Context: an optimization exercise on an open-source flow, tuned for small area, a short achievable clock period and few clock cycles. The choices shown serve that exercise and are no tape-out recipe. The RTL was checked by simulation tests, not by an equivalence proof against the original design. Power figures rest on the tool's default switching activity, not on a simulated workload.

== build 71 ==
Design its_block, start of the top module:
module its_block (
    input  wire         clk,
    input  wire         rst,         
    input  wire         req_valid,
    output wire         req_ready,
    input  wire [31:0]  req_word,    
    output reg          resp_valid,
    output wire [31:0]  resp_word,   
    output wire [191:0] rec,         
    input  wire         tick,
    input  wire [3:0]   ch_pins,
    output wire         mem_rd,
    output wire [9:0]   mem_addr,
    input  wire [7:0]   mem_rdata
);
    localparam [7:0] OP_NOP      = 8'h00, OP_TMASK  = 8'h01, OP_TUNMASK = 8'h02,
                     OP_ERRRD    = 8'h03, OP_ERRCLR = 8'h04, OP_STATRD  = 8'h05,
                     OP_CRCCLR   = 8'h10, OP_CRCBYTE = 8'h11, OP_CRCRD  = 8'h12,
                     OP_CRCCHAN  = 8'h13, OP_CRCMSG = 8'h14, OP_CRCCMPC = 8'h15,
                     OP_CRCCMPM  = 8'h16, OP_MSGCHK = 8'h17,
                     OP_LDW      = 8'h20, OP_LDM    = 8'h21, OP_LDE     = 8'h22,
                     OP_RDW      = 8'h23, OP_RDM    = 8'h24, OP_RDE     = 8'h25,
                     OP_TINIT    = 8'h26, OP_ARMM   = 8'h27, OP_EDGE    = 8'h28,
                     OP_SELIDX   = 8'h30, OP_SELACT = 8'h31, OP_SELNEXT = 8'h32,
                     OP_CHLATCH  = 8'h33, OP_CHCMD  = 8'h34, OP_CHRD    = 8'h35;
    function [15:0] crc_step;
        input [15:0] c;
        input [7:0]  b;
        integer k;
        reg [15:0] t;
        begin
            t = c ^ {b, 8'h00};
            for (k = 0; k < 8; k = k + 1)
                t = t[15] ? ((t << 1) ^ 16'h1021) : (t << 1);
            crc_step = t;
        end
    endfunction
    function [9:0] r5_addr;
        input [3:0] c;
        begin
            case (c)
                4'd0:    r5_addr = 10'd20;
                4'd1:    r5_addr = 10'd44;
                4'd2:    r5_addr = 10'd68;
                4'd3:    r5_addr = 10'd92;
                4'd4:    r5_addr = 10'd116;
                4'd5:    r5_addr = 10'd140;
                4'd6:    r5_addr = 10'd164;
  ...
Size: about 2200 cells after synthesis, about 290 I/O pins.
clock: 10.0 ns
lec_check: 0
cap_margin: 20
core_margin: 2
core_utilization: 45
cts_buf_list: sky130_fd_sc_hd__clkbuf_8
cts_cluster_diameter: 40
cts_cluster_size: 12
slew_margin: 20
standard.sh (not shown) runs the stock make flow with config.mk's settings and CLKGATE_MAP_FILE= SYNTH_SCRIPT=/design/flow/synth_recipe.tcl, a recipe that flattens the netlist after the stock synthesis.
==> flow/flow/run.sh <==
#!/bin/bash
# Standard ORFS layout (the standard.sh), with timing repair aiming below the clock
# period and small port buffers.
set -euo pipefail
bash standard.sh SETUP_SLACK_MARGIN=6.65 'BUFFER_PORTS_ARGS=-buffer_cell sky130_fd_sc_hd__buf_1' finish > standard_finish.log 2>&1
In summary, build 71 completed successfully, with a layout that passed the timing, DRC and antenna checks.
Testbench counts of build 71, summed over its fixed seeds: cycles 88,706.
> inputs changed (build 71 -> build 90)
==> flow/flow/run.sh <==
#!/bin/bash
# Standard ORFS layout (the standard.sh), with timing repair aiming below the clock
# period and small port buffers.
set -euo pipefail
bash standard.sh SETUP_SLACK_MARGIN=6.5 'BUFFER_PORTS_ARGS=-buffer_cell sky130_fd_sc_hd__buf_1' finish > standard_finish.log 2>&1
-- flow/config.mk --
<<< build 71, line 11
export CTS_BUF_LIST = sky130_fd_sc_hd__clkbuf_8
export CTS_CLUSTER_DIAMETER = 40
export CTS_CLUSTER_SIZE = 12
export SLEW_MARGIN = 20
>>> build 90, line 11
export CTS_BUF_LIST = sky130_fd_sc_hd__clkbuf_8
export CTS_CLUSTER_DIAMETER = 50
export CTS_CLUSTER_SIZE = 16
export SLEW_MARGIN = 20
==> comparison <==
Non-clock buffer count down 10 in build 90 wrt build 71
In build 90, the final wirelength came out 1500 um below the value in build 71.
Compared with build 71, build 90 shows clock-buffer cell count that has gone down by more than a quarter.
Looking at fraction of layout cells with a size suffix above 1, build 90 sits below build 71.
The inputs of build 5 differ from those of build 90 as listed below.
-- flow/config.mk --
<<< build 90, line 9
export CORE_MARGIN = 2
export CORE_UTILIZATION = 45
export CTS_BUF_LIST = sky130_fd_sc_hd__clkbuf_8
export CTS_CLUSTER_DIAMETER = 50
export CTS_CLUSTER_SIZE = 16
export SLEW_MARGIN = 20
>>> build 5, line 9
export CORE_MARGIN = 2
export CORE_UTILIZATION = 40
export CTS_CLUSTER_DIAMETER = 80
export CTS_CLUSTER_SIZE = 30
export SLEW_MARGIN = 20
### Flow results
Share of power burned in combinational logic in build 5 is 0.3 points below build 90.
Build 5 vs. build 90: sequential share of layout area went down by 0.40 points.
Build 5 against build 90: number of vias in the routed layout held steady; maximum fanout count along the critical path rose by 3; sum of net half-perimeters after detailed placement picked up an extra 2.4%.
Compared to build 90, build 5 has fmax 0.32% lower.
Where power is concerned, build 90 is better than build 5.
Build 5 vs build 90 — clock-buffer cell count dropped by more than a quarter
Compared to build 90, build 5 leaves more free space in the core.
rv[3]$_DFF_P_ as the worst setup path endpoint was reported by build 90, and rv[12]$_DFF_P_ by build 5.
Changes in build 26 relative to build 5:
==> flow/flow/run.sh <==
#!/bin/bash
# Standard ORFS layout (the standard.sh), with timing repair aiming below the clock
# period and small port buffers.
set -euo pipefail
bash standard.sh SETUP_SLACK_MARGIN=6.8 'BUFFER_PORTS_ARGS=-buffer_cell sky130_fd_sc_hd__buf_1' finish > standard_finish.log 2>&1
-- flow/config.mk --
<<< build 5, line 9
export CORE_MARGIN = 2
export CORE_UTILIZATION = 40
export CTS_CLUSTER_DIAMETER = 80
export CTS_CLUSTER_SIZE = 30
export SLEW_MARGIN = 20
>>> build 26, line 9
export CORE_MARGIN = 2
export CORE_UTILIZATION = 45
export CTS_BUF_LIST = sky130_fd_sc_hd__clkbuf_8
export CTS_CLUSTER_DIAMETER = 50
export CTS_CLUSTER_SIZE = 16
export SLEW_MARGIN = 20
==> comparison <==
The combinational logic power of build 26 exceeds that of build 5 by 16%. Of build 26 and build 5, the higher wire length belongs to build 26. [build 26 vs build 5] combinational group share of total power: higher in build 26. | power | build 26 vs build 5 | about 1.5% lower |. Source of the critical timing path = sr[3]$_DFF_P_: build 26; source of the critical timing path = sr[6]$_DFF_P_: build 5. Number of tap cells inserted for build 26 is lower than for build 5. Build 26: delay of the slowest cell on the worst path lower than build 5.


## run A
Starting RTL as in the previous note.
clock: 10.0 ns
lec_check: 0
cap_margin: 20
core_margin: 2
core_utilization: 45
cts_buf_list: sky130_fd_sc_hd__clkbuf_8
cts_cluster_diameter: 50
cts_cluster_size: 16
slew_margin: 20
==> flow/flow/run.sh <==
#!/bin/bash
# Standard ORFS layout (the standard.sh), with timing repair aiming below the clock
# period and small port buffers.
set -euo pipefail
bash standard.sh SETUP_SLACK_MARGIN=6.65 'BUFFER_PORTS_ARGS=-buffer_cell sky130_fd_sc_hd__buf_1' finish > standard_finish.log 2>&1
Testbench counts of run A, summed over its fixed seeds: cycles 88,706.
#### Input delta (run B over run A)
- CTS_CLUSTER_DIAMETER changed from 50 to 80
- CTS_BUF_LIST removed (was sky130_fd_sc_hd__clkbuf_8)
- CORE_UTILIZATION changed from 45 to 40
- CTS_CLUSTER_SIZE changed from 16 to 30
==> flow/flow/run.sh <==
#!/bin/bash
# Standard ORFS layout (the standard.sh), with timing repair aiming below the clock
# period and small port buffers.
set -euo pipefail
bash standard.sh SETUP_SLACK_MARGIN=7.0 'BUFFER_PORTS_ARGS=-buffer_cell sky130_fd_sc_hd__buf_2' finish > standard_finish.log 2>&1
Results
[compare] base=run A new=run B: met2 usage now smaller, total number of tap cells now larger, largest net degree at the start of global routing now smaller, measured slew at the worst slew-check pin now smaller. From run A to run B the numbers moved as follows: area of the die now sits higher; via count +359. Comparing run B and run A, the higher power in combinational cells is on run B. Run B gives more final cell count without fillers than run A did. Final period demand of the worst path sits lower in run B than in run A. Run A vs run B, most common cell after layout, fill and taps aside: sky130_fd_sc_hd__dfxtp_1 vs sky130_fd_sc_hd__nand2_1.
Here is what was changed in the inputs of run C compared with run B.
- CTS_CLUSTER_SIZE: 30 -> 16
- CORE_UTILIZATION: 40 -> 48
- CTS_BUF_LIST: unset -> sky130_fd_sc_hd__clkbuf_8
- CTS_CLUSTER_DIAMETER: 80 -> 50
==> flow/flow/run.sh <==
#!/bin/bash
# Standard ORFS layout (the standard.sh), with timing repair aiming below the clock
# period and small port buffers.
set -euo pipefail
bash standard.sh SETUP_SLACK_MARGIN=6.65 'BUFFER_PORTS_ARGS=-buffer_cell sky130_fd_sc_hd__buf_1' finish > standard_finish.log 2>&1
## What came out
Diff run B -> run C: combinational power dropped about 24%; setup slack after placement picked up an extra 240 ps; global-route usage up 3.6 points.
Run C improves on run B in detailed placement HPWL.
Run C -> run B: area after synthesis delta 0, exact match
Final area: run C vs run B down about 12%
Sort run C and run B by number of well-tap cells placed, ascending, and run C comes first.
Of the two values seen for slowest stage cell on the critical path, sky130_fd_sc_hd__dfxtp_1 was produced by run C and sky130_fd_sc_hd__dfxtp_2 by run B.
Sort run C and run B by weighted congestion reported at the end of routability-driven placement, ascending, and run C comes first.
Relative to run B, clock transition at the registers of the reported paths has gone down in run C.

## what the ideal ports hide
Ports are ideal in the flow. The routed layouts listed here were re-timed in OpenROAD.
Step 1 assumes that a clkbuf_16 drives the clock port and a buf_2 every other input.
Step 2 adds t to the input delays and takes it off the output delays; t is the mean of the earliest and latest rising clock arrival at the registers after step 1. Input paths then give back, and output paths get back, about the clock's delay inside the block.
Slacks: no drivers / after step 1 / after step 2; pairs: no drivers / after step 1.
| run | t, ns | setup slack, ns | pins driven straight from the clock port |
|---|---|---|---|
| build 71 | 0.695 | 6.657 / 6.622 / 6.350 | 1 |
| build 90 | 0.693 | 6.539 / 6.505 / 6.336 | 1 |
| build 5 | 0.670 | 6.528 / 6.471 / 6.282 | 1 |
| build 26 | 0.713 | 6.711 / 6.659 / 6.374 | 1 |
| run A | 0.693 | 6.679 / 6.628 / 6.352 | 1 |
| run B | 0.657 | 6.775 / 6.714 / 6.478 | 1 |
| run C | 0.702 | 6.643 / 6.642 / 6.467 | 1 |
After both steps setup and hold are still met in every run listed. The setup slack of build 26, which loses most, moves by -0.052 ns with the drivers and by -0.337 ns with both steps.
